Source: an optimization exercise on an open RTL-to-GDS flow (aim: small area). Production flows keep margins and buffers that such runs may drop. No functional check of the RTL was part of this run. Power is estimated from default activity; no workload was simulated.

$ cat design/flow/config.mk
export PLATFORM = sky130hd
export DESIGN_NAME = ycc_to_rgb
export DESIGN_NICKNAME = ycc_to_rgb
export VERILOG_FILES = /design/flow/design.v
export SDC_FILE = /design/flow/constraint.sdc
export NUM_CORES = 4
export LEC_CHECK = 0
export CAP_MARGIN = 20
export CORE_MARGIN = 2
export CORE_UTILIZATION = 40
export SLEW_MARGIN = 20
export SYNTH_HIERARCHICAL = 1
export SYNTH_MINIMUM_KEEP_SIZE = 0
$ cat design/flow/constraint.sdc
create_clock -name core_clock -period 10.0 [get_ports {clk}]
set_input_delay 2.0000 -clock core_clock [delete_from_list [all_inputs] [get_ports {clk}]]
set_output_delay 2.0000 -clock core_clock [all_outputs]
set_load 0.01 [all_outputs]
$ cat design/flow/design.v
module ycc_to_rgb (
    input  wire        clk,
    input  wire        rst,           
    input  wire        in_valid,
    input  wire        in_mode,       
    input  wire [2:0]  in_cll,        
    input  wire [15:0] in_e0,         
    input  wire [15:0] in_e1,         
    input  wire [15:0] in_e2,         
    output reg         out_valid,
    output wire [31:0] out_pixel      
);
  wire [15:0] y    = in_e0;
  wire [15:0] cb   = in_e1;
  wire [15:0] cr   = in_e2;
  wire [15:0] y_n  = ~in_e0;
  wire [15:0] cb_n = ~in_e1;
  wire [15:0] cr_n = ~in_e2;
  wire [7:0]  yy   = in_e0[7:0];
  wire [15:0] co_w = {8'd0, in_e1[7:0]} << in_cll;
  wire [15:0] cg_w = {8'd0, in_e2[7:0]} << in_cll;
  wire [7:0]  co   = co_w[8:1];
  wire [7:0]  cg   = cg_w[8:1];
  wire [7:0]  co_n = ~co;
  wire [7:0]  cg_n = ~cg;
  wire ri1 = ~cr_n[13];
  wire rs2, rc3;
  ha u_rs2 (cr_n[14], cr_n[12], rs2, rc3);
  wire rs4, rc5;
  fa u_rs4 (cr[15], cr_n[13], cr[11], rs4, rc5);
  wire rs6, rc7;
  fa u_rs6 (y[0], cr_n[14], cr[12], rs6, rc7);
  wire rs8, rc9;
  fa u_rs8 (y[1], cr[15], cr[13], rs8, rc9);
  wire rs10, rc11;
  fa u_rs10 (cr_n[9], cr[6], cr_n[4], rs10, rc11);
  wire rs12, rc13;
  fa u_rs12 (y[2], cr[14], cr_n[10], rs12, rc13);
  wire rs14, rc15;
  fa u_rs14 (cr[7], cr_n[5], cr_n[3], rs14, rc15);
  wire rs16, rc17;
  fa u_rs16 (y[3], cr_n[15], cr_n[11], rs16, rc17);
  wire rs18, rc19;
  ha u_rs18 (cr[8], cr_n[6], rs18, rc19);
  wire rs20, rc21;
  fa u_rs20 (y[4], cr_n[12], cr[9], rs20, rc21);
  wire ri22 = ~cr_n[7];
  wire rs23, rc24;
  fa u_rs23 (y[5], cr_n[13], cr[10], rs23, rc24);
  wire ri25 = ~cr_n[8];
  wire rs26, rc27;
  fa u_rs26 (y[6], cr_n[14], cr[11], rs26, rc27);
  wire ri28 = ~cr_n[9];
  wire rs29, rc30;
  fa u_rs29 (y[7], cr[15], cr[12], rs29, rc30);
  wire ri31 = ~y[8];
  wire ri32 = ~y[9];
  wire ri33 = ~cr_n[8];
  wire rs34, rc35;
  ha u_rs34 (cr_n[9], cr_n[7], rs34, rc35);
  wire rs36, rc37;
  ha u_rs36 (cr_n[10], cr_n[8], rs36, rc37);
  wire rs38, rc39;
  fa u_rs38 (cr_n[11], cr_n[9], cr[7], rs38, rc39);
  wire rs40, rc41;
  fa u_rs40 (cr_n[12], cr_n[10], cr[8], rs40, rc41);
  wire rs42, rc43;
  fa u_rs42 (cr_n[11], cr[9], cr_n[5], rs42, rc43);
  wire rs44, rc45;
  ha u_rs44 (cr[2], cr_n[0], rs44, rc45);
  wire rs46, rc47;
  fa u_rs46 (cr_n[13], cr[10], cr_n[6], rs46, rc47);
  wire rs48, rc49;
  fa u_rs48 (cr[3], cr_n[1], rs2, rs48, rc49);
  wire rs50, rc51;
  fa u_rs50 (cr_n[7], cr[4], cr_n[2], rs50, rc51);
  wire rs52, rc53;
  fa u_rs52 (cr_n[0], rc3, rs4, rs52, rc53);
  wire rs54, rc55;
  fa u_rs54 (cr_n[8], cr[5], cr_n[3], rs54, rc55);
  wire rs56, rc57;
  fa u_rs56 (cr_n[1], rc5, rs6, rs56, rc57);
  wire rs58, rc59;
  fa u_rs58 (cr_n[2], cr[0], rc7, rs58, rc59);
  wire rs60, rc61;
  fa u_rs60 (1'b1, rs8, rs10, rs60, rc61);
  wire rs62, rc63;
  fa u_rs62 (cr[1], rc9, rc11, rs62, rc63);
  wire rs64, rc65;
  fa u_rs64 (1'b1, rs12, rs14, rs64, rc65);
  wire rs66, rc67;
  fa u_rs66 (cr_n[4], cr[2], rs18, rs66, rc67);
  wire rs68, rc69;
  fa u_rs68 (rc13, rc15, rs16, rs68, rc69);
  wire rs70, rc71;
  fa u_rs70 (cr_n[5], cr[3], ri22, rs70, rc71);
  wire rs72, rc73;
  fa u_rs72 (rc19, rc17, rs20, rs72, rc73);
  wire rs74, rc75;
  fa u_rs74 (cr_n[7], cr_n[6], cr[4], rs74, rc75);
  wire rs76, rc77;
  fa u_rs76 (ri25, rc21, rs23, rs76, rc77);
  wire rs78, rc79;
  fa u_rs78 (cr_n[8], cr_n[7], cr[5], rs78, rc79);
  wire rs80, rc81;
  fa u_rs80 (ri28, rc24, rs26, rs80, rc81);
  wire rs82, rc83;
  fa u_rs82 (cr_n[9], cr_n[10], cr_n[8], rs82, rc83);
  wire rs84, rc85;
  fa u_rs84 (cr[6], rc27, rs29, rs84, rc85);
  wire rs86, rc87;
  fa u_rs86 (cr[13], cr_n[11], cr_n[9], rs86, rc87);
  wire rs88, rc89;
  fa u_rs88 (cr[7], ri31, rc30, rs88, rc89);
  wire rs90, rc91;
  fa u_rs90 (y[8], cr[14], cr_n[12], rs90, rc91);
  wire rs92, rc93;
  fa u_rs92 (cr_n[10], cr[8], ri32, rs92, rc93);
  wire rs94, rc95;
  fa u_rs94 (y[9], y[10], cr_n[15], rs94, rc95);
  wire rs96, rc97;
  fa u_rs96 (cr_n[13], cr_n[11], cr[9], rs96, rc97);
  wire rs98, rc99;
  fa u_rs98 (y[11], cr_n[14], cr_n[12], rs98, rc99);
  wire ri100 = ~cr[10];
  wire rs101, rc102;
  fa u_rs101 (y[12], cr[15], cr_n[13], rs101, rc102);
  wire ri103 = ~cr[11];
  wire rs104, rc105;
  fa u_rs104 (y[13], cr_n[14], cr[12], rs104, rc105);
  wire rs106, rc107;
  ha u_rs106 (cr_n[6], cr[4], rs106, rc107);
  wire rs108, rc109;
  fa u_rs108 (cr_n[8], cr[5], cr_n[1], rs108, rc109);
  wire rs110, rc111;
  fa u_rs110 (cr[6], cr_n[2], rc35, rs110, rc111);
  wire rs112, rc113;
  fa u_rs112 (cr_n[3], cr[0], rc37, rs112, rc113);
  wire rs114, rc115;
  fa u_rs114 (cr_n[4], cr[1], rc39, rs114, rc115);
  wire rs116, rc117;
  fa u_rs116 (ri1, rs44, rc41, rs116, rc117);
  wire rs118, rc119;
  fa u_rs118 (rc45, rc43, rs46, rs118, rc119);
  wire rs120, rc121;
  fa u_rs120 (rc47, rs50, rc49, rs120, rc121);
  wire rs122, rc123;
  fa u_rs122 (rc51, rs54, rc53, rs122, rc123);
  wire rs124, rc125;
  fa u_rs124 (rc55, rc57, rs58, rs124, rc125);
  wire rs126, rc127;
  fa u_rs126 (rc59, rc61, rs62, rs126, rc127);
  wire rs128, rc129;
  fa u_rs128 (rs66, rc63, rc65, rs128, rc129);
  wire rs130, rc131;
  fa u_rs130 (rs70, rc67, rc69, rs130, rc131);
  wire rs132, rc133;
  fa u_rs132 (rs74, rc71, rc73, rs132, rc133);
  wire rs134, rc135;
  fa u_rs134 (rc75, rs78, rc77, rs134, rc135);
  wire rs136, rc137;
  fa u_rs136 (rc79, rs82, rc81, rs136, rc137);
  wire rs138, rc139;
  fa u_rs138 (rc83, rs86, rc85, rs138, rc139);
  wire rs140, rc141;
  fa u_rs140 (rc87, rs90, rs92, rs140, rc141);
  wire rs142, rc143;
  fa u_rs142 (rc91, rs94, rs96, rs142, rc143);
  wire rs144, rc145;
  fa u_rs144 (ri100, rc95, rc97, rs144, rc145);
  wire rs146, rc147;
  fa u_rs146 (cr[10], ri103, rc99, rs146, rc147);
  wire rs148, rc149;
  fa u_rs148 (cr[11], rc102, rs104, rs148, rc149);
  wire rs150, rc151;
  fa u_rs150 (y[14], cr[15], cr[13], rs150, rc151);
  wire ri152 = ~cr_n[2];
  wire rs153, rc154;
  ha u_rs153 (cr_n[3], cr_n[1], rs153, rc154);
  wire rs155, rc156;
  fa u_rs155 (cr_n[4], cr_n[2], cr[0], rs155, rc156);
  wire rs157, rc158;
  fa u_rs157 (cr_n[5], cr_n[3], cr[1], rs157, rc158);
  wire rs159, rc160;
  fa u_rs159 (cr_n[6], cr_n[4], cr[2], rs159, rc160);
  wire rs161, rc162;
  fa u_rs161 (cr_n[7], cr_n[5], cr[3], rs161, rc162);
  wire rs163, rc164;
  fa u_rs163 (cr_n[0], ri33, rs106, rs163, rc164);
  wire rs165, rc166;
  fa u_rs165 (rc107, rs34, rs108, rs165, rc166);
  wire rs167, rc168;
  fa u_rs167 (rs36, rc109, rs110, rs167, rc168);
  wire rs169, rc170;
  fa u_rs169 (rs38, rc111, rs112, rs169, rc170);
  wire rs171, rc172;
  fa u_rs171 (rs40, rc113, rs114, rs171, rc172);
  wire rs173, rc174;
  fa u_rs173 (rs42, rc115, rs116, rs173, rc174);
  wire rs175, rc176;
  fa u_rs175 (rs48, rc117, rs118, rs175, rc176);
  wire rs177, rc178;
  fa u_rs177 (rc119, rs52, rs120, rs177, rc178);
  wire rs179, rc180;
  fa u_rs179 (rs56, rc121, rs122, rs179, rc180);
  wire rs181, rc182;
  fa u_rs181 (rs60, rc123, rs124, rs181, rc182);
  wire rs183, rc184;
  fa u_rs183 (rs64, rc125, rs126, rs183, rc184);
  wire rs185, rc186;
  fa u_rs185 (rs68, rc127, rs128, rs185, rc186);
  wire rs187, rc188;
  fa u_rs187 (rs72, rc129, rs130, rs187, rc188);
  wire rs189, rc190;
  fa u_rs189 (rs76, rc131, rs132, rs189, rc190);
  wire rs191, rc192;
  fa u_rs191 (rs80, rc133, rs134, rs191, rc192);
  wire rs193, rc194;
  fa u_rs193 (rs84, rc135, rs136, rs193, rc194);
  wire rs195, rc196;
  fa u_rs195 (rs88, rc137, rs138, rs195, rc196);
  wire rs197, rc198;
  fa u_rs197 (rc89, rs140, rc139, rs197, rc198);
  wire rs199, rc200;
  fa u_rs199 (rc93, rs142, rc141, rs199, rc200);
  wire rs201, rc202;
  fa u_rs201 (rs98, rc143, rs144, rs201, rc202);
  wire rs203, rc204;
  fa u_rs203 (rs101, rc145, rs146, rs203, rc204);
  wire rs205, rc206;
  fa u_rs205 (1'b1, rc147, rs148, rs205, rc206);
  wire rs207, rc208;
  fa u_rs207 (rc105, rs150, rc149, rs207, rc208);
  wire rs209, rc210;
  fa u_rs209 (y_n[15], cr[14], rc151, rs209, rc210);
  wire [21:0] r_cy;
  assign r_cy[0] = 1'b0;
  wire r_G0 = ((cr_n[2] & rs153) | ((cr_n[2] | rs153) & ((ri152 & cr_n[0]) | ((ri152 | cr_n[0]) & ((cr_n[1] & 1'b0) | ((cr_n[1] | 1'b0) & (1'b1 & cr_n[0])))))));
  wire r_P0 = (1'b1 | cr_n[0]) & (cr_n[1] | 1'b0) & (ri152 | cr_n[0]) & (cr_n[2] | rs153);
  assign r_cy[4] = r_G0 | (r_P0 & r_cy[0]);
  wire r_G4 = ((rc160 & rs161) | ((rc160 | rs161) & ((rc158 & rs159) | ((rc158 | rs159) & ((rc156 & rs157) | ((rc156 | rs157) & (rc154 & rs155)))))));
  wire r_P4 = (rc154 | rs155) & (rc156 | rs157) & (rc158 | rs159) & (rc160 | rs161);
  assign r_cy[8] = r_G4 | (r_P4 & r_cy[4]);
  wire r_G8 = ((rc168 & rs169) | ((rc168 | rs169) & ((rc166 & rs167) | ((rc166 | rs167) & ((rc164 & rs165) | ((rc164 | rs165) & (rc162 & rs163)))))));
  wire r_P8 = (rc162 | rs163) & (rc164 | rs165) & (rc166 | rs167) & (rc168 | rs169);
  assign r_cy[12] = r_G8 | (r_P8 & r_cy[8]);
  wire r_G12 = ((rc176 & rs177) | ((rc176 | rs177) & ((rc174 & rs175) | ((rc174 | rs175) & ((rc172 & rs173) | ((rc172 | rs173) & (rc170 & rs171)))))));
  wire r_P12 = (rc170 | rs171) & (rc172 | rs173) & (rc174 | rs175) & (rc176 | rs177);
  assign r_cy[16] = r_G12 | (r_P12 & r_cy[12]);
  wire r_G16 = ((rc184 & rs185) | ((rc184 | rs185) & ((rc182 & rs183) | ((rc182 | rs183) & ((rc180 & rs181) | ((rc180 | rs181) & (rc178 & rs179)))))));
  wire r_P16 = (rc178 | rs179) & (rc180 | rs181) & (rc182 | rs183) & (rc184 | rs185);
  assign r_cy[20] = r_G16 | (r_P16 & r_cy[16]);
  wire r_G20 = (rc186 & rs187);
  wire r_P20 = (rc186 | rs187);
  assign r_cy[21] = r_G20 | (r_P20 & r_cy[20]);
  wire r1s211, r1c212;
  fa u_r1s211 (yy[0], co[0], cg_n[0], r1s211, r1c212);
  wire r1s213, r1c214;
  fa u_r1s213 (yy[1], co[1], cg_n[1], r1s213, r1c214);
  wire r1s215, r1c216;
  fa u_r1s215 (yy[2], co[2], cg_n[2], r1s215, r1c216);
  wire r1s217, r1c218;
  fa u_r1s217 (yy[3], co[3], cg_n[3], r1s217, r1c218);
  wire r1s219, r1c220;
  fa u_r1s219 (yy[4], co[4], cg_n[4], r1s219, r1c220);
  wire r1s221, r1c222;
  fa u_r1s221 (yy[5], co[5], cg_n[5], r1s221, r1c222);
  wire r1s223, r1c224;
  fa u_r1s223 (yy[6], co[6], cg_n[6], r1s223, r1c224);
  wire r1s225, r1c226;
  fa u_r1s225 (yy[7], co[7], cg_n[7], r1s225, r1c226);
  wire r_ci = r_cy[21] | in_mode;
  wire r_a0 = in_mode ? r1s211 : rc188;
  wire r_b0 = rs189 & ~in_mode;
  wire rs227, rc228;
  fa u_rs227 (r_a0, r_b0, r_ci, rs227, rc228);
  wire r_a1 = in_mode ? r1s213 : rc190;
  wire r_b1 = in_mode ? r1c212 : rs191;
  wire rs229, rc230;
  fa u_rs229 (r_a1, r_b1, rc228, rs229, rc230);
  wire r_a2 = in_mode ? r1s215 : rc192;
  wire r_b2 = in_mode ? r1c214 : rs193;
  wire rs231, rc232;
  fa u_rs231 (r_a2, r_b2, rc230, rs231, rc232);
  wire r_a3 = in_mode ? r1s217 : rc194;
  wire r_b3 = in_mode ? r1c216 : rs195;
  wire rs233, rc234;
  fa u_rs233 (r_a3, r_b3, rc232, rs233, rc234);
  wire r_a4 = in_mode ? r1s219 : rc196;
  wire r_b4 = in_mode ? r1c218 : rs197;
  wire rs235, rc236;
  fa u_rs235 (r_a4, r_b4, rc234, rs235, rc236);
  wire r_a5 = in_mode ? r1s221 : rc198;
  wire r_b5 = in_mode ? r1c220 : rs199;
  wire rs237, rc238;
  fa u_rs237 (r_a5, r_b5, rc236, rs237, rc238);
  wire r_a6 = in_mode ? r1s223 : rc200;
  wire r_b6 = in_mode ? r1c222 : rs201;
  wire rs239, rc240;
  fa u_rs239 (r_a6, r_b6, rc238, rs239, rc240);
  wire r_a7 = in_mode ? r1s225 : rc202;
  wire r_b7 = in_mode ? r1c224 : rs203;
  wire rs241, rc242;
  fa u_rs241 (r_a7, r_b7, rc240, rs241, rc242);
  wire [7:0] r_m = {rs241, rs239, rs237, rs235, rs233, rs231, rs229, rs227};
  wire rs243, rc244;
  ha u_rs243 (rc204, rs205, rs243, rc244);
  wire rs245, rc246;
  fa u_rs245 (rc206, rs207, rc244, rs245, rc246);
  wire rs247, rc248;
  fa u_rs247 (rc208, rs209, rc246, rs247, rc248);
  wire rs249, rc250;
  fa u_rs249 (rc210, cr_n[15], rc248, rs249, rc250);
  wire ri251 = ~rc250;
  wire [4:0] r_t = {ri251, rs249, rs247, rs245, rs243};
  wire r_in0 = rc242 ? (&r_t) : ~(|r_t);
  wire [2:0] r_k = {r1c226, cg[7], co[7]};
  wire r_q0 = (r_k == 3'b000) | (r_k == 3'b101) | (r_k == 3'b011);
  wire r_q1 = (r_k == 3'b100) | (r_k == 3'b010) | (r_k == 3'b111);
  wire r_qn = (r_k == 3'b001);
  wire r_in1 = rc242 ? r_q0 : r_q1;
  wire r_ng1 = rc242 ? r_qn : (r_qn | r_q0);
  wire r_in = in_mode ? r_in1 : r_in0;
  wire r_hi = in_mode ? ~r_ng1 : ~r_t[4];
  wire [7:0] r_o = r_in ? r_m : {8{r_hi}};
  wire gi252 = ~cb[14];
  wire gs253, gc254;
  fa u_gs253 (y[0], cb_n[15], cb[5], gs253, gc254);
  wire gs255, gc256;
  fa u_gs255 (cb[3], cb_n[1], cr[15], gs255, gc256);
  wire gs257, gc258;
  fa u_gs257 (y[1], cb[6], cb[4], gs257, gc258);
  wire gi259 = ~cb_n[2];
  wire gs260, gc261;
  fa u_gs260 (y[2], cb[7], cb[5], gs260, gc261);
  wire gi262 = ~cb_n[3];
  wire gs263, gc264;
  fa u_gs263 (y[3], cb[8], cb[6], gs263, gc264);
  wire gi265 = ~cb_n[4];
  wire gs266, gc267;
  fa u_gs266 (y[4], cb[9], cb[7], gs266, gc267);
  wire gi268 = ~y[5];
  wire gi269 = ~y[6];
  wire gs270, gc271;
  ha u_gs270 (cb[12], cb[2], gs270, gc271);
  wire gs272, gc273;
  fa u_gs272 (cb[13], cb[3], cb[1], gs272, gc273);
  wire gs274, gc275;
  ha u_gs274 (cr_n[13], cr[9], gs274, gc275);
  wire gs276, gc277;
  fa u_gs276 (cb[4], cb[2], cb_n[0], gs276, gc277);
  wire gs278, gc279;
  fa u_gs278 (cr_n[14], cr[10], cr[7], gs278, gc279);
  wire gs280, gc281;
  ha u_gs280 (cr[4], cr[1], gs280, gc281);
  wire gs282, gc283;
  fa u_gs282 (cb[14], cr[11], cr[8], gs282, gc283);
  wire gs284, gc285;
  fa u_gs284 (cr[5], cr[2], cr_n[0], gs284, gc285);
  wire gs286, gc287;
  fa u_gs286 (1'b1, gs253, gs255, gs286, gc287);
  wire gs288, gc289;
  fa u_gs288 (cr[12], cr[9], cr[6], gs288, gc289);
  wire gs290, gc291;
  fa u_gs290 (cr[3], cr_n[1], gi259, gs290, gc291);
  wire gs292, gc293;
  fa u_gs292 (gc254, gc256, gs257, gs292, gc293);
  wire gs294, gc295;
  fa u_gs294 (cb_n[2], cr[13], cr[10], gs294, gc295);
  wire gs296, gc297;
  fa u_gs296 (cr[7], cr[4], cr_n[2], gs296, gc297);
  wire gs298, gc299;
  fa u_gs298 (gi262, gc258, gs260, gs298, gc299);
  wire gs300, gc301;
  fa u_gs300 (cb_n[3], cr[14], cr[11], gs300, gc301);
  wire gs302, gc303;
  fa u_gs302 (cr[8], cr[5], cr_n[3], gs302, gc303);
  wire gs304, gc305;
  fa u_gs304 (gi265, gc261, gs263, gs304, gc305);
  wire gs306, gc307;
  fa u_gs306 (cb_n[4], cb_n[5], cr_n[15], gs306, gc307);
  wire gs308, gc309;
  fa u_gs308 (cr[12], cr[9], cr[6], gs308, gc309);
  wire gs310, gc311;
  fa u_gs310 (cr_n[4], gc264, gs266, gs310, gc311);
  wire gs312, gc313;
  fa u_gs312 (cb[10], cb[8], cb_n[6], gs312, gc313);
  wire gs314, gc315;
  fa u_gs314 (cr[13], cr[10], cr[7], gs314, gc315);
  wire gs316, gc317;
  fa u_gs316 (cr_n[5], gi268, gc267, gs316, gc317);
  wire gs318, gc319;
  fa u_gs318 (y[5], cb[11], cb[9], gs318, gc319);
  wire gs320, gc321;
  fa u_gs320 (cb_n[7], cr[14], cr[11], gs320, gc321);
  wire gs322, gc323;
  fa u_gs322 (cr[8], cr_n[6], gi269, gs322, gc323);
  wire gs324, gc325;
  fa u_gs324 (y[6], y[7], cb[12], gs324, gc325);
  wire gs326, gc327;
  fa u_gs326 (cb[10], cb_n[8], cr_n[15], gs326, gc327);
  wire gs328, gc329;
  fa u_gs328 (cr[12], cr[9], cr_n[7], gs328, gc329);
  wire gs330, gc331;
  fa u_gs330 (y[8], cb[13], cb[11], gs330, gc331);
  wire gs332, gc333;
  fa u_gs332 (cb_n[9], cr[13], cr[10], gs332, gc333);
  wire gi334 = ~cr_n[8];
  wire gs335, gc336;
  fa u_gs335 (y[9], cb[14], cb[12], gs335, gc336);
  wire gs337, gc338;
  fa u_gs337 (cb_n[10], cr[14], cr[11], gs337, gc338);
  wire gi339 = ~cr_n[9];
  wire gs340, gc341;
  fa u_gs340 (y[10], cb_n[15], cb[13], gs340, gc341);
  wire gs342, gc343;
  fa u_gs342 (cb_n[11], cr_n[15], cr[12], gs342, gc343);
  wire gi344 = ~cr_n[10];
  wire gs345, gc346;
  fa u_gs345 (y[11], cb[14], cb_n[12], gs345, gc346);
  wire gi347 = ~y[12];
  wire gs348, gc349;
  fa u_gs348 (cb[10], cb[0], cr_n[10], gs348, gc349);
  wire gs350, gc351;
  fa u_gs350 (cb[11], cb[1], cr_n[11], gs350, gc351);
  wire gs352, gc353;
  ha u_gs352 (cr[7], cr[4], gs352, gc353);
  wire gs354, gc355;
  fa u_gs354 (cb[0], cr_n[12], cr[8], gs354, gc355);
  wire gs356, gc357;
  fa u_gs356 (cr[5], cr[2], gs270, gs356, gc357);
  wire gs358, gc359;
  fa u_gs358 (cr[6], cr[3], cr[0], gs358, gc359);
  wire gs360, gc361;
  fa u_gs360 (gc271, gs274, gs272, gs360, gc361);
  wire gs362, gc363;
  fa u_gs362 (gi252, gc275, gs280, gs362, gc363);
  wire gs364, gc365;
  fa u_gs364 (gc273, gs276, gs278, gs364, gc365);
  wire gs366, gc367;
  fa u_gs366 (gc281, gc277, gc279, gs366, gc367);
  wire gs368, gc369;
  fa u_gs368 (gs282, gs284, gs286, gs368, gc369);
  wire gs370, gc371;
  fa u_gs370 (gc283, gc285, gs288, gs370, gc371);
  wire gs372, gc373;
  fa u_gs372 (gs290, gc287, gs292, gs372, gc373);
  wire gs374, gc375;
  fa u_gs374 (gc289, gs294, gs296, gs374, gc375);
  wire gs376, gc377;
  fa u_gs376 (gc291, gc293, gs298, gs376, gc377);
  wire gs378, gc379;
  fa u_gs378 (gc295, gc297, gs300, gs378, gc379);
  wire gs380, gc381;
  fa u_gs380 (gs302, gc299, gs304, gs380, gc381);
  wire gs382, gc383;
  fa u_gs382 (gc301, gc303, gs306, gs382, gc383);
  wire gs384, gc385;
  fa u_gs384 (gs308, gc305, gs310, gs384, gc385);
  wire gs386, gc387;
  fa u_gs386 (gc307, gc309, gs312, gs386, gc387);
  wire gs388, gc389;
  fa u_gs388 (gs314, gc311, gs316, gs388, gc389);
  wire gs390, gc391;
  fa u_gs390 (gc313, gc315, gs318, gs390, gc391);
  wire gs392, gc393;
  fa u_gs392 (gs320, gs322, gc317, gs392, gc393);
  wire gs394, gc395;
  fa u_gs394 (gc319, gc321, gs324, gs394, gc395);
  wire gs396, gc397;
  fa u_gs396 (gs326, gs328, gc323, gs396, gc397);
  wire gs398, gc399;
  fa u_gs398 (gi334, gc325, gc327, gs398, gc399);
  wire gs400, gc401;
  fa u_gs400 (gc329, gs330, gs332, gs400, gc401);
  wire gs402, gc403;
  fa u_gs402 (cr_n[8], gi339, gc331, gs402, gc403);
  wire gs404, gc405;
  fa u_gs404 (gc333, gs335, gs337, gs404, gc405);
  wire gs406, gc407;
  fa u_gs406 (cr_n[9], gi344, gc336, gs406, gc407);
  wire gs408, gc409;
  fa u_gs408 (gc338, gs340, gs342, gs408, gc409);
  wire gs410, gc411;
  fa u_gs410 (cr_n[10], cr[13], cr_n[11], gs410, gc411);
  wire gs412, gc413;
  fa u_gs412 (gc341, gc343, gs345, gs412, gc413);
  wire gs414, gc415;
  fa u_gs414 (cb_n[15], cb_n[13], cr[14], gs414, gc415);
  wire gs416, gc417;
  fa u_gs416 (cr_n[12], gi347, gc346, gs416, gc417);
  wire gs418, gc419;
  fa u_gs418 (y[12], y[13], cb_n[14], gs418, gc419);
  wire gs420, gc421;
  ha u_gs420 (cr_n[15], cr_n[13], gs420, gc421);
  wire gs422, gc423;
  ha u_gs422 (y[14], cb[15], gs422, gc423);
  wire gs424, gc425;
  ha u_gs424 (cb[7], cr_n[7], gs424, gc425);
  wire gs426, gc427;
  fa u_gs426 (cb[8], cr_n[8], cr[4], gs426, gc427);
  wire gs428, gc429;
  fa u_gs428 (cb[9], cr_n[9], cr[5], gs428, gc429);
  wire gs430, gc431;
  fa u_gs430 (cr[6], cr[3], cr[0], gs430, gc431);
  wire gs432, gc433;
  fa u_gs432 (cr[1], gs352, gc349, gs432, gc433);
  wire gs434, gc435;
  fa u_gs434 (gc353, gc351, gs354, gs434, gc435);
  wire gs436, gc437;
  fa u_gs436 (gc355, gs358, gc357, gs436, gc437);
  wire gs438, gc439;
  fa u_gs438 (gc359, gs362, gc361, gs438, gc439);
  wire gs440, gc441;
  fa u_gs440 (gc363, gc365, gs366, gs440, gc441);
  wire gs442, gc443;
  fa u_gs442 (gc367, gs370, gc369, gs442, gc443);
  wire gs444, gc445;
  fa u_gs444 (gc371, gs374, gc373, gs444, gc445);
  wire gs446, gc447;
  fa u_gs446 (gc375, gs378, gc377, gs446, gc447);
  wire gs448, gc449;
  fa u_gs448 (gc379, gs382, gc381, gs448, gc449);
  wire gs450, gc451;
  fa u_gs450 (gc383, gs386, gc385, gs450, gc451);
  wire gs452, gc453;
  fa u_gs452 (gc387, gs390, gs392, gs452, gc453);
  wire gs454, gc455;
  fa u_gs454 (gc391, gs394, gs396, gs454, gc455);
  wire gs456, gc457;
  fa u_gs456 (gc395, gs398, gc397, gs456, gc457);
  wire gs458, gc459;
  fa u_gs458 (gc399, gc401, gs402, gs458, gc459);
  wire gs460, gc461;
  fa u_gs460 (gc403, gc405, gs406, gs460, gc461);
  wire gs462, gc463;
  fa u_gs462 (gs410, gc407, gc409, gs462, gc463);
  wire gs464, gc465;
  fa u_gs464 (gc411, gs414, gc413, gs464, gc465);
  wire gs466, gc467;
  fa u_gs466 (gs420, gc415, gs418, gs466, gc467);
  wire gs468, gc469;
  fa u_gs468 (cr_n[14], gc421, gs422, gs468, gc469);
  wire gs470, gc471;
  fa u_gs470 (y_n[15], cr[15], gc423, gs470, gc471);
  wire gi472 = ~cb[0];
  wire gs473, gc474;
  ha u_gs473 (cb[1], cr_n[1], gs473, gc474);
  wire gs475, gc476;
  ha u_gs475 (cb[2], cr_n[2], gs475, gc476);
  wire gs477, gc478;
  ha u_gs477 (cb[3], cr_n[3], gs477, gc478);
  wire gs479, gc480;
  fa u_gs479 (cb[4], cr_n[4], cr[0], gs479, gc480);
  wire gs481, gc482;
  fa u_gs481 (cb[5], cr_n[5], cr[1], gs481, gc482);
  wire gs483, gc484;
  fa u_gs483 (cb[6], cr_n[6], cr[2], gs483, gc484);
  wire gs485, gc486;
  fa u_gs485 (cr[3], cr[0], gs424, gs485, gc486);
  wire gs487, gc488;
  fa u_gs487 (cr[1], gc425, gs426, gs487, gc488);
  wire gs489, gc490;
  fa u_gs489 (cr[2], gc427, gs428, gs489, gc490);
  wire gs491, gc492;
  fa u_gs491 (gc429, gs430, gs348, gs491, gc492);
  wire gs493, gc494;
  fa u_gs493 (gc431, gs350, gs432, gs493, gc494);
  wire gs495, gc496;
  fa u_gs495 (gs356, gc433, gs434, gs495, gc496);
  wire gs497, gc498;
  fa u_gs497 (gc435, gs360, gs436, gs497, gc498);
  wire gs499, gc500;
  fa u_gs499 (gs364, gc437, gs438, gs499, gc500);
  wire gs501, gc502;
  fa u_gs501 (gc439, gs440, gs368, gs501, gc502);
  wire gs503, gc504;
  fa u_gs503 (gc441, gs372, gs442, gs503, gc504);
  wire gs505, gc506;
  fa u_gs505 (gs376, gc443, gs444, gs505, gc506);
  wire gs507, gc508;
  fa u_gs507 (gs380, gc445, gs446, gs507, gc508);
  wire gs509, gc510;
  fa u_gs509 (gs384, gc447, gs448, gs509, gc510);
  wire gs511, gc512;
  fa u_gs511 (gs388, gc449, gs450, gs511, gc512);
  wire gs513, gc514;
  fa u_gs513 (gc389, gs452, gc451, gs513, gc514);
  wire gs515, gc516;
  fa u_gs515 (gc393, gs454, gc453, gs515, gc516);
  wire gs517, gc518;
  fa u_gs517 (gs400, gc455, gs456, gs517, gc518);
  wire gs519, gc520;
  fa u_gs519 (gs404, gc457, gs458, gs519, gc520);
  wire gs521, gc522;
  fa u_gs521 (gs408, gc459, gs460, gs521, gc522);
  wire gs523, gc524;
  fa u_gs523 (gs412, gc461, gs462, gs523, gc524);
  wire gs525, gc526;
  fa u_gs525 (gs416, gc463, gs464, gs525, gc526);
  wire gs527, gc528;
  fa u_gs527 (gc417, gs466, gc465, gs527, gc528);
  wire gs529, gc530;
  fa u_gs529 (gc419, gs468, gc467, gs529, gc530);
  wire gs531, gc532;
  fa u_gs531 (1'b1, gs470, gc469, gs531, gc532);
  wire [21:0] g_cy;
  assign g_cy[0] = 1'b0;
  wire g_G0 = ((gc474 & gs475) | ((gc474 | gs475) & ((cb[0] & gs473) | ((cb[0] | gs473) & ((gi472 & cr_n[0]) | ((gi472 | cr_n[0]) & (1'b0 & 1'b0)))))));
  wire g_P0 = (1'b0 | 1'b0) & (gi472 | cr_n[0]) & (cb[0] | gs473) & (gc474 | gs475);
  assign g_cy[4] = g_G0 | (g_P0 & g_cy[0]);
  wire g_G4 = ((gc482 & gs483) | ((gc482 | gs483) & ((gc480 & gs481) | ((gc480 | gs481) & ((gc478 & gs479) | ((gc478 | gs479) & (gc476 & gs477)))))));
  wire g_P4 = (gc476 | gs477) & (gc478 | gs479) & (gc480 | gs481) & (gc482 | gs483);
  assign g_cy[8] = g_G4 | (g_P4 & g_cy[4]);
  wire g_G8 = ((gc490 & gs491) | ((gc490 | gs491) & ((gc488 & gs489) | ((gc488 | gs489) & ((gc486 & gs487) | ((gc486 | gs487) & (gc484 & gs485)))))));
  wire g_P8 = (gc484 | gs485) & (gc486 | gs487) & (gc488 | gs489) & (gc490 | gs491);
  assign g_cy[12] = g_G8 | (g_P8 & g_cy[8]);
  wire g_G12 = ((gc498 & gs499) | ((gc498 | gs499) & ((gc496 & gs497) | ((gc496 | gs497) & ((gc494 & gs495) | ((gc494 | gs495) & (gc492 & gs493)))))));
  wire g_P12 = (gc492 | gs493) & (gc494 | gs495) & (gc496 | gs497) & (gc498 | gs499);
  assign g_cy[16] = g_G12 | (g_P12 & g_cy[12]);
  wire g_G16 = ((gc506 & gs507) | ((gc506 | gs507) & ((gc504 & gs505) | ((gc504 | gs505) & ((gc502 & gs503) | ((gc502 | gs503) & (gc500 & gs501)))))));
  wire g_P16 = (gc500 | gs501) & (gc502 | gs503) & (gc504 | gs505) & (gc506 | gs507);
  assign g_cy[20] = g_G16 | (g_P16 & g_cy[16]);
  wire g_G20 = (gc508 & gs509);
  wire g_P20 = (gc508 | gs509);
  assign g_cy[21] = g_G20 | (g_P20 & g_cy[20]);
  wire g_ci = g_cy[21] & ~in_mode;
  wire g_a0 = in_mode ? yy[0] : gc510;
  wire g_b0 = in_mode ? cg[0] : gs511;
  wire gs533, gc534;
  fa u_gs533 (g_a0, g_b0, g_ci, gs533, gc534);
  wire g_a1 = in_mode ? yy[1] : gc512;
  wire g_b1 = in_mode ? cg[1] : gs513;
  wire gs535, gc536;
  fa u_gs535 (g_a1, g_b1, gc534, gs535, gc536);
  wire g_a2 = in_mode ? yy[2] : gc514;
  wire g_b2 = in_mode ? cg[2] : gs515;
  wire gs537, gc538;
  fa u_gs537 (g_a2, g_b2, gc536, gs537, gc538);
  wire g_a3 = in_mode ? yy[3] : gc516;
  wire g_b3 = in_mode ? cg[3] : gs517;
  wire gs539, gc540;
  fa u_gs539 (g_a3, g_b3, gc538, gs539, gc540);
  wire g_a4 = in_mode ? yy[4] : gc518;
  wire g_b4 = in_mode ? cg[4] : gs519;
  wire gs541, gc542;
  fa u_gs541 (g_a4, g_b4, gc540, gs541, gc542);
  wire g_a5 = in_mode ? yy[5] : gc520;
  wire g_b5 = in_mode ? cg[5] : gs521;
  wire gs543, gc544;
  fa u_gs543 (g_a5, g_b5, gc542, gs543, gc544);
  wire g_a6 = in_mode ? yy[6] : gc522;
  wire g_b6 = in_mode ? cg[6] : gs523;
  wire gs545, gc546;
  fa u_gs545 (g_a6, g_b6, gc544, gs545, gc546);
  wire g_a7 = in_mode ? yy[7] : gc524;
  wire g_b7 = in_mode ? cg[7] : gs525;
  wire gs547, gc548;
  fa u_gs547 (g_a7, g_b7, gc546, gs547, gc548);
  wire [7:0] g_m = {gs547, gs545, gs543, gs541, gs539, gs537, gs535, gs533};
  wire gs549, gc550;
  ha u_gs549 (gc526, gs527, gs549, gc550);
  wire gs551, gc552;
  fa u_gs551 (gc528, gs529, gc550, gs551, gc552);
  wire gs553, gc554;
  fa u_gs553 (gc530, gs531, gc552, gs553, gc554);
  wire gs555, gc556;
  fa u_gs555 (gc532, gc471, gc554, gs555, gc556);
  wire gi557 = ~gc556;
  wire [4:0] g_t = {gi557, gs555, gs553, gs551, gs549};
  wire g_in0 = gc548 ? (&g_t) : ~(|g_t);
  wire g_in1 = gc548 == cg[7];
  wire g_ng1 = ~gc548 & cg[7];
  wire g_in = in_mode ? g_in1 : g_in0;
  wire g_hi = in_mode ? ~g_ng1 : ~g_t[4];
  wire [7:0] g_o = g_in ? g_m : {8{g_hi}};
  wire bs558, bc559;
  ha u_bs558 (y[1], cb_n[14], bs558, bc559);
  wire bs560, bc561;
  fa u_bs560 (y[2], cb[15], cb[13], bs560, bc561);
  wire bi562 = ~cb[10];
  wire bs563, bc564;
  fa u_bs563 (y[3], cb[14], cb[11], bs563, bc564);
  wire bi565 = ~cb[9];
  wire bs566, bc567;
  fa u_bs566 (y[4], cb_n[15], cb[12], bs566, bc567);
  wire bi568 = ~y[5];
  wire bi569 = ~y[6];
  wire bs570, bc571;
  fa u_bs570 (cb_n[11], cb[9], cb[6], bs570, bc571);
  wire bs572, bc573;
  fa u_bs572 (cb_n[12], cb[10], cb[7], bs572, bc573);
  wire bs574, bc575;
  fa u_bs574 (y[0], cb_n[13], cb[11], bs574, bc575);
  wire bs576, bc577;
  ha u_bs576 (cb[8], cb[6], bs576, bc577);
  wire bs578, bc579;
  fa u_bs578 (cb[12], cb[9], cb[7], bs578, bc579);
  wire bs580, bc581;
  fa u_bs580 (cb_n[3], cb[0], bs558, bs580, bc581);
  wire bs582, bc583;
  fa u_bs582 (cb[8], cb_n[4], cb[1], bs582, bc583);
  wire bs584, bc585;
  fa u_bs584 (bi562, bc559, bs560, bs584, bc585);
  wire bs586, bc587;
  fa u_bs586 (cb[10], cb_n[5], cb[2], bs586, bc587);
  wire bs588, bc589;
  fa u_bs588 (bi565, bc561, bs563, bs588, bc589);
  wire bs590, bc591;
  fa u_bs590 (cb[9], cb[10], cb_n[6], bs590, bc591);
  wire bs592, bc593;
  fa u_bs592 (cb[3], bc564, bs566, bs592, bc593);
  wire bs594, bc595;
  fa u_bs594 (cb[13], cb[11], cb_n[7], bs594, bc595);
  wire bs596, bc597;
  fa u_bs596 (cb[4], bi568, bc567, bs596, bc597);
  wire bs598, bc599;
  fa u_bs598 (y[5], cb[14], cb[12], bs598, bc599);
  wire bs600, bc601;
  fa u_bs600 (cb_n[8], cb[5], bi569, bs600, bc601);
  wire bs602, bc603;
  fa u_bs602 (y[6], y[7], cb_n[15], bs602, bc603);
  wire bs604, bc605;
  fa u_bs604 (cb[13], cb_n[9], cb[6], bs604, bc605);
  wire bs606, bc607;
  fa u_bs606 (y[8], cb[14], cb_n[10], bs606, bc607);
  wire bi608 = ~cb[7];
  wire bs609, bc610;
  fa u_bs609 (y[9], cb_n[15], cb_n[11], bs609, bc610);
  wire bi611 = ~y[10];
  wire bi612 = ~y[11];
  wire bs613, bc614;
  ha u_bs613 (cb_n[7], cb[5], bs613, bc614);
  wire bs615, bc616;
  fa u_bs615 (cb_n[8], cb[6], cb[3], bs615, bc616);
  wire bs617, bc618;
  fa u_bs617 (cb_n[9], cb[7], cb[4], bs617, bc618);
  wire bs619, bc620;
  fa u_bs619 (cb_n[10], cb[8], cb[5], bs619, bc620);
  wire bs621, bc622;
  fa u_bs621 (cb[4], cb_n[0], bs570, bs621, bc622);
  wire bs623, bc624;
  fa u_bs623 (cb[5], cb_n[1], bc571, bs623, bc624);
  wire bs625, bc626;
  fa u_bs625 (cb_n[2], bs576, bc573, bs625, bc626);
  wire bs627, bc628;
  fa u_bs627 (bc577, bc575, bs578, bs627, bc628);
  wire bs629, bc630;
  fa u_bs629 (bc579, bs582, bc581, bs629, bc630);
  wire bs631, bc632;
  fa u_bs631 (bc583, bs586, bc585, bs631, bc632);
  wire bs633, bc634;
  fa u_bs633 (bc587, bs590, bc589, bs633, bc634);
  wire bs635, bc636;
  fa u_bs635 (bc591, bs594, bc593, bs635, bc636);
  wire bs637, bc638;
  fa u_bs637 (bc595, bs598, bs600, bs637, bc638);
  wire bs639, bc640;
  fa u_bs639 (bc599, bs602, bs604, bs639, bc640);
  wire bs641, bc642;
  fa u_bs641 (bi608, bc603, bc605, bs641, bc642);
  wire bs643, bc644;
  fa u_bs643 (cb[7], cb[8], bc607, bs643, bc644);
  wire bs645, bc646;
  fa u_bs645 (cb_n[12], cb[9], bi611, bs645, bc646);
  wire bs647, bc648;
  fa u_bs647 (y[10], cb_n[13], cb[10], bs647, bc648);
  wire bs649, bc650;
  fa u_bs649 (y[11], y[12], cb_n[14], bs649, bc650);
  wire bs651, bc652;
  fa u_bs651 (y[13], cb[15], cb[12], bs651, bc652);
  wire bi653 = ~y[14];
  wire bs654, bc655;
  ha u_bs654 (cb_n[5], cb[3], bs654, bc655);
  wire bs656, bc657;
  fa u_bs656 (cb_n[6], cb[4], cb[1], bs656, bc657);
  wire bs658, bc659;
  fa u_bs658 (cb[2], cb[0], bs613, bs658, bc659);
  wire bs660, bc661;
  fa u_bs660 (cb[1], bc614, bs615, bs660, bc661);
  wire bs662, bc663;
  fa u_bs662 (cb[2], bc616, bs617, bs662, bc663);
  wire bs664, bc665;
  fa u_bs664 (cb[3], bc618, bs619, bs664, bc665);
  wire bs666, bc667;
  fa u_bs666 (1'b1, bc620, bs621, bs666, bc667);
  wire bs668, bc669;
  fa u_bs668 (bs572, bc622, bs623, bs668, bc669);
  wire bs670, bc671;
  fa u_bs670 (bs574, bc624, bs625, bs670, bc671);
  wire bs672, bc673;
  fa u_bs672 (bs580, bc626, bs627, bs672, bc673);
  wire bs674, bc675;
  fa u_bs674 (bc628, bs584, bs629, bs674, bc675);
  wire bs676, bc677;
  fa u_bs676 (bs588, bc630, bs631, bs676, bc677);
  wire bs678, bc679;
  fa u_bs678 (bs592, bc632, bs633, bs678, bc679);
  wire bs680, bc681;
  fa u_bs680 (bs596, bc634, bs635, bs680, bc681);
  wire bs682, bc683;
  fa u_bs682 (bc597, bs637, bc636, bs682, bc683);
  wire bs684, bc685;
  fa u_bs684 (bc601, bs639, bc638, bs684, bc685);
  wire bs686, bc687;
  fa u_bs686 (bs606, bc640, bs641, bs686, bc687);
  wire bs688, bc689;
  fa u_bs688 (bs609, bc642, bs643, bs688, bc689);
  wire bs690, bc691;
  fa u_bs690 (bc610, bs645, bc644, bs690, bc691);
  wire bs692, bc693;
  fa u_bs692 (bi612, bs647, bc646, bs692, bc693);
  wire bs694, bc695;
  fa u_bs694 (cb[11], bc648, bs649, bs694, bc695);
  wire bs696, bc697;
  fa u_bs696 (1'b1, bc650, bs651, bs696, bc697);
  wire bs698, bc699;
  fa u_bs698 (cb[13], bi653, bc652, bs698, bc699);
  wire bs700, bc701;
  fa u_bs700 (y[14], y_n[15], cb[14], bs700, bc701);
  wire [21:0] b_cy;
  assign b_cy[0] = 1'b0;
  wire b_G0 = ((1'b1 & cb_n[0]) | ((1'b1 | cb_n[0]) & ((1'b0 & 1'b0) | ((1'b0 | 1'b0) & ((1'b0 & 1'b0) | ((1'b0 | 1'b0) & (1'b0 & 1'b0)))))));
  wire b_P0 = (1'b0 | 1'b0) & (1'b0 | 1'b0) & (1'b0 | 1'b0) & (1'b1 | cb_n[0]);
  assign b_cy[4] = b_G0 | (b_P0 & b_cy[0]);
  wire b_G4 = ((cb_n[4] & cb[2]) | ((cb_n[4] | cb[2]) & ((cb_n[3] & cb[1]) | ((cb_n[3] | cb[1]) & ((cb_n[2] & cb[0]) | ((cb_n[2] | cb[0]) & (cb_n[1] & 1'b0)))))));
  wire b_P4 = (cb_n[1] | 1'b0) & (cb_n[2] | cb[0]) & (cb_n[3] | cb[1]) & (cb_n[4] | cb[2]);
  assign b_cy[8] = b_G4 | (b_P4 & b_cy[4]);
  wire b_G8 = ((bc659 & bs660) | ((bc659 | bs660) & ((bc657 & bs658) | ((bc657 | bs658) & ((bc655 & bs656) | ((bc655 | bs656) & (bs654 & cb[0])))))));
  wire b_P8 = (bs654 | cb[0]) & (bc655 | bs656) & (bc657 | bs658) & (bc659 | bs660);
  assign b_cy[12] = b_G8 | (b_P8 & b_cy[8]);
  wire b_G12 = ((bc667 & bs668) | ((bc667 | bs668) & ((bc665 & bs666) | ((bc665 | bs666) & ((bc663 & bs664) | ((bc663 | bs664) & (bc661 & bs662)))))));
  wire b_P12 = (bc661 | bs662) & (bc663 | bs664) & (bc665 | bs666) & (bc667 | bs668);
  assign b_cy[16] = b_G12 | (b_P12 & b_cy[12]);
  wire b_G16 = ((bc675 & bs676) | ((bc675 | bs676) & ((bc673 & bs674) | ((bc673 | bs674) & ((bc671 & bs672) | ((bc671 | bs672) & (bc669 & bs670)))))));
  wire b_P16 = (bc669 | bs670) & (bc671 | bs672) & (bc673 | bs674) & (bc675 | bs676);
  assign b_cy[20] = b_G16 | (b_P16 & b_cy[16]);
  wire b_G20 = (bc677 & bs678);
  wire b_P20 = (bc677 | bs678);
  assign b_cy[21] = b_G20 | (b_P20 & b_cy[20]);
  wire b1s702, b1c703;
  fa u_b1s702 (yy[0], co_n[0], cg_n[0], b1s702, b1c703);
  wire b1s704, b1c705;
  fa u_b1s704 (yy[1], co_n[1], cg_n[1], b1s704, b1c705);
  wire b1s706, b1c707;
  fa u_b1s706 (yy[2], co_n[2], cg_n[2], b1s706, b1c707);
  wire b1s708, b1c709;
  fa u_b1s708 (yy[3], co_n[3], cg_n[3], b1s708, b1c709);
  wire b1s710, b1c711;
  fa u_b1s710 (yy[4], co_n[4], cg_n[4], b1s710, b1c711);
  wire b1s712, b1c713;
  fa u_b1s712 (yy[5], co_n[5], cg_n[5], b1s712, b1c713);
  wire b1s714, b1c715;
  fa u_b1s714 (yy[6], co_n[6], cg_n[6], b1s714, b1c715);
  wire b1s716, b1c717;
  fa u_b1s716 (yy[7], co_n[7], cg_n[7], b1s716, b1c717);
  wire b_ci = b_cy[21] | in_mode;
  wire b_a0 = in_mode ? b1s702 : bc679;
  wire b_b0 = bs680 | in_mode;
  wire bs718, bc719;
  fa u_bs718 (b_a0, b_b0, b_ci, bs718, bc719);
  wire b_a1 = in_mode ? b1s704 : bc681;
  wire b_b1 = in_mode ? b1c703 : bs682;
  wire bs720, bc721;
  fa u_bs720 (b_a1, b_b1, bc719, bs720, bc721);
  wire b_a2 = in_mode ? b1s706 : bc683;
  wire b_b2 = in_mode ? b1c705 : bs684;
  wire bs722, bc723;
  fa u_bs722 (b_a2, b_b2, bc721, bs722, bc723);
  wire b_a3 = in_mode ? b1s708 : bc685;
  wire b_b3 = in_mode ? b1c707 : bs686;
  wire bs724, bc725;
  fa u_bs724 (b_a3, b_b3, bc723, bs724, bc725);
  wire b_a4 = in_mode ? b1s710 : bc687;
  wire b_b4 = in_mode ? b1c709 : bs688;
  wire bs726, bc727;
  fa u_bs726 (b_a4, b_b4, bc725, bs726, bc727);
  wire b_a5 = in_mode ? b1s712 : bc689;
  wire b_b5 = in_mode ? b1c711 : bs690;
  wire bs728, bc729;
  fa u_bs728 (b_a5, b_b5, bc727, bs728, bc729);
  wire b_a6 = in_mode ? b1s714 : bc691;
  wire b_b6 = in_mode ? b1c713 : bs692;
  wire bs730, bc731;
  fa u_bs730 (b_a6, b_b6, bc729, bs730, bc731);
  wire b_a7 = in_mode ? b1s716 : bc693;
  wire b_b7 = in_mode ? b1c715 : bs694;
  wire bs732, bc733;
  fa u_bs732 (b_a7, b_b7, bc731, bs732, bc733);
  wire [7:0] b_m = {bs732, bs730, bs728, bs726, bs724, bs722, bs720, bs718};
  wire bs734, bc735;
  ha u_bs734 (bc695, bs696, bs734, bc735);
  wire bs736, bc737;
  fa u_bs736 (bc697, bs698, bc735, bs736, bc737);
  wire bs738, bc739;
  fa u_bs738 (bc699, bs700, bc737, bs738, bc739);
  wire bs740, bc741;
  fa u_bs740 (bc701, cb_n[15], bc739, bs740, bc741);
  wire bi742 = ~bc741;
  wire [4:0] b_t = {bi742, bs740, bs738, bs736, bs734};
  wire b_in0 = bc733 ? (&b_t) : ~(|b_t);
  wire [2:0] b_k = {b1c717, cg[7], co[7]};
  wire b_q0 = (b_k == 3'b000);
  wire b_q1 = (b_k == 3'b100) | (b_k == 3'b010) | (b_k == 3'b001);
  wire b_q2 = (b_k == 3'b110) | (b_k == 3'b101) | (b_k == 3'b011);
  wire b_in1 = bc733 ? b_q1 : b_q2;
  wire b_ng1 = bc733 ? b_q0 : (b_q0 | b_q1);
  wire b_in = in_mode ? b_in1 : b_in0;
  wire b_hi = in_mode ? ~b_ng1 : ~b_t[4];
  wire [7:0] b_o = b_in ? b_m : {8{b_hi}};
  reg [23:0] pix;
  always @(posedge clk) begin
    if (rst) out_valid <= 1'b0;
    else     out_valid <= in_valid;
    pix <= {b_o, g_o, r_o};
  end
  assign out_pixel = {8'hff, pix};
endmodule
module fa (input wire a, input wire b, input wire c, output wire s, output wire co);
  assign s  = a ^ b ^ c;
  assign co = (a & b) | (a & c) | (b & c);
endmodule
module xr (input wire a, input wire b, output wire s);
  assign s = a ^ b;
endmodule
module ha (input wire a, input wire b, output wire s, output wire co);
  assign s  = a ^ b;
  assign co = a & b;
endmodule
$ cat design/flow/flow/run.sh
#!/bin/bash
# The standard layout, with the port buffers made from sky130_fd_sc_hd__buf_2 cells.
set -euo pipefail
bash standard.sh BUFFER_PORTS_ARGS="-buffer_cell sky130_fd_sc_hd__buf_2" finish > standard_flow.log 2>&1
$ cat design/flow/standard.sh
#!/bin/bash
# synth_recipe.tcl (not shown) runs the flow's synth.tcl, then flattens the netlist and writes it again
# the make line also repeats each setting of config.mk as NAME=value (left out here)
make -C /OpenROAD-flow-scripts/flow DESIGN_CONFIG=/design/flow/config.mk WORK_HOME=/design/flow/orfs CLKGATE_MAP_FILE= SYNTH_SCRIPT=/design/flow/synth_recipe.tcl "${@:-finish}"
==> run summary <==
## layer usage
layer	wire, um	vias up
met1	12100	3666
met4	1090	0
met5	0	-
met3	2430	61
met2	14900	307
li1	-	2860
## per-module statistics from Yosys (local to each module, per instance)
module | flip-flops and latches | cells
fa | 0 | 1
ycc_to_rgb | 25 | 430
ha | 0 | 1
## what timing repair did
action / CTS / global route
gates resized for setup: 0 / 2
buffers inserted: 0 / 1
setup endpoints to repair: 0 / 9
endpoints found under the hold margin: 0 / 0
## cell usage after synthesis, types with 11 or more instances
master,instances
fa_1,331
inv_1,70
mux2_2,40
nor2_1,39
a21oi_1,37
nand2_1,36
dfxtp_1,25
ha_1,25
o21ai_0,20
mux2i_1,15
o22ai_1,12
clkbuf_1,11
maj3_1,11
## metrics by stage
step           setup slack, ns   util  hold WS (ns)  power [W]
2_1_floorplan            0.555      -          2.07    0.00132
3_3_place_gp             0.162  0.458          2.15    0.00178
3_5_place_dp            0.0597  0.458          2.16    0.00179
4_1_cts                  0.348  0.461          1.86    0.00191
5_1_grt                 0.0237  0.462          1.88    0.00215
6_report                 0.394  0.462          1.86    0.00190
## final cells by class
| cell class | count | area, um2 |
|---|---|---|
| clock inverter | 1 | 7.51 |
| inverter | 71 | 273 |
| tap | 324 | 405 |
| multi-input combinational | 679 | 9180 |
| timing repair buffer | 141 | 873 |
| fill | 2289 | 13200 |
| clock buffer | 3 | 75.1 |
| sequential | 25 | 500 |
## power by group through the flow
stage	clock network [W]	logic (W)	registers, W
after floorplan	0	0.00112	0.000197
after global placement	0	0.00160	0.000181
after detailed placement	0	0.00162	0.000177
after CTS	0.000103	0.00163	0.000176
after global routing	0.000104	0.00187	0.000179
final	0.000101	0.00162	0.000174
## worst paths after layout
kind               endpoint  slack, ns  cells after the start
setup / recovery    pix[18]       0.39                     25
hold / removal    out_valid       1.86                      2
## flip-flops by register name, summed over array words and instances (netlist names)
register / count
out_valid: 1
pix: 24
## kinds of logic after synthesis
kind of cell,synth area share
xor gates and xnor gates,0.00175
AOI/OAI and AO/OA,0.0803
and+or+nand+nor,0.0540
DFF,0.0500
other,0.000374
adders and majority gates,0.704
buffers and inverters,0.0396
muxes,0.0704
==> impl_metrics.env <==
export IMPL_rsz0062_at_grt="false"
export IMPL_place_congestion=0.917
export IMPL_core_um2=24500
export IMPL_wl_per_cell_um=24.5
export IMPL_yosys_top_cells_area="fa_1 66%, dfxtp_1 5.0%, mux2_2 4.5%, ha_1 3.1%, inv_1 2.6%"
export IMPL_numClockSinks=25
export IMPL_cts_buffer_depth=2
export IMPL_cp_common_cell="fa_1"
export IMPL_antennaDiodeCount=0
export IMPL_antenna_found_initial=0
export IMPL_cp_max_fo=8
export IMPL_critPathSlowestCell="or4b_2"
export IMPL_worstHoldPathType="input pin to flop"
export IMPL_slew_viol_final=0
export IMPL_root_buffer="clkbuf_16"
export IMPL_p_switching_w=0.000947
export IMPL_slew_headroom=0.500
export IMPL_ant_nets=0
export IMPL_vias=6894
export IMPL_hpwl_mm=26.2
export IMPL_async_reset_ff_frac=0
export IMPL_ys_ff_latch=25
export IMPL_synth_flop_cell="dfxtp_1"
export IMPL_powerDensity_nw_per_um2=168
export IMPL_ioPinCount=88
export IMPL_port_buffers=79
export IMPL_first_global_vias=7727
export IMPL_combPwrFrac=0.855
export IMPL_start_util=0.410
export IMPL_placed_area_um2=11200
export IMPL_ys_types=55
export IMPL_drv_cap=0
export IMPL_worst_pin_slew_ns=0.750
export IMPL_yosysWarningCount=7
export IMPL_final_area_um2=11300
export IMPL_h_tree_depth=1
export IMPL_crit_arrival_ns=9.80
export IMPL_status="complete, no violations"
export IMPL_met1_usage=0.332
export IMPL_finalSetupViolations=0
export IMPL_period_share=0.961
export IMPL_crit_family="adder cells"
export IMPL_grt_use_met2=0.405
export IMPL_holdBufCountCts=0
export IMPL_numCtsBuffers=3
export IMPL_peakVddDrop_mv=0.111
export IMPL_grtUsageMet3=0.0523
export IMPL_die_w_um=162
export IMPL_leakage_nw=4.66
export IMPL_crit_path_end_kind="flop"
export IMPL_max_stage_delay_ns=0.68
export IMPL_critPathLaunch="in_e1[12]"
export IMPL_final_instance_count_excl_fill=1244
export IMPL_fp_dieH_um=162
export IMPL_rows=57
export IMPL_clkTransAtPathRegs_ns=0.08
export IMPL_drive_gt1_frac=0.220
export IMPL_syn_inst=785
export IMPL_swShare=0.499
export IMPL_critical_path_buf_inv_count=2
export IMPL_crit_type="input pin to flop"
export IMPL_seq_area_frac_synth=0.0500
export IMPL_synth_area_per_cell_um2=12.8
export IMPL_top_usage_layer="met2"
export IMPL_fin_crit_ns=9.61
export IMPL_grt_usage=0.248
export IMPL_final_common_cell="fa_1"
export IMPL_synth_edf_count=0
export IMPL_required_ns=10.20
export IMPL_pwr_share_clk=0.053
export IMPL_hold_viol=0
export IMPL_fin_tns_setup_ns=0
export IMPL_cts_tree="yes"
export IMPL_fmax_ghz=0.104
export IMPL_vias_per_cell=5.54
export IMPL_area_delta_synth_final_pct=12.9
export IMPL_nNetsFinal=1332
export IMPL_grt_max_degree=34
export IMPL_die_area_um2=26300
export IMPL_synth_largest_area_cell="fa_1"
export IMPL_post_route_drc_count=0
export IMPL_placed_cells=1239
export IMPL_drtIter0Drc=538
export IMPL_syn_area_um2=10000
export IMPL_start_kind="input pin"
export IMPL_synth_top_area_frac=0.661
export IMPL_grt_pass1_wl_mm=46.9
export IMPL_hold_start="rst"
export IMPL_firstDrtPassIters=5
export IMPL_p_int_w=0.000951
export IMPL_final_cell_mix="330 x fa_1, 79 x buf_2, 69 x inv_1, 61 x buf_4, 40 x mux2_2"
export IMPL_overflow=0
export IMPL_routed_wirelength_mm=30.4
export IMPL_seqPwrFrac=0.092

static timing again, ports no longer ideal:
In the flow no input, the clock included, has a driving cell. The finished layout below was timed again as built, in two steps. Step 1 (the two cells are an assumption about what drives the block):
set clk [get_ports {clk}]
set_driving_cell -lib_cell sky130_fd_sc_hd__clkbuf_16 $clk
set_driving_cell -lib_cell sky130_fd_sc_hd__buf_2 [delete_from_list [all_inputs] $clk]
Step 2 also shifts input and output timing later by t, the mid clock arrival at the registers, as if the neighbouring blocks saw the same clock. a / b / c = ideal ports / drivers / drivers and shift; a / b = the first two.
shift t [ns]: 0.317
setup slack, ns: 0.394 / 0.406 / 0.089
hold WS [ns]: 1.862 / 1.845 / 2.161
worst setup path at the end: input to register
After both steps this run still meets setup and hold. For this run, drivers alone change the setup slack by +0.012 ns; drivers and shift together by -0.305 ns.
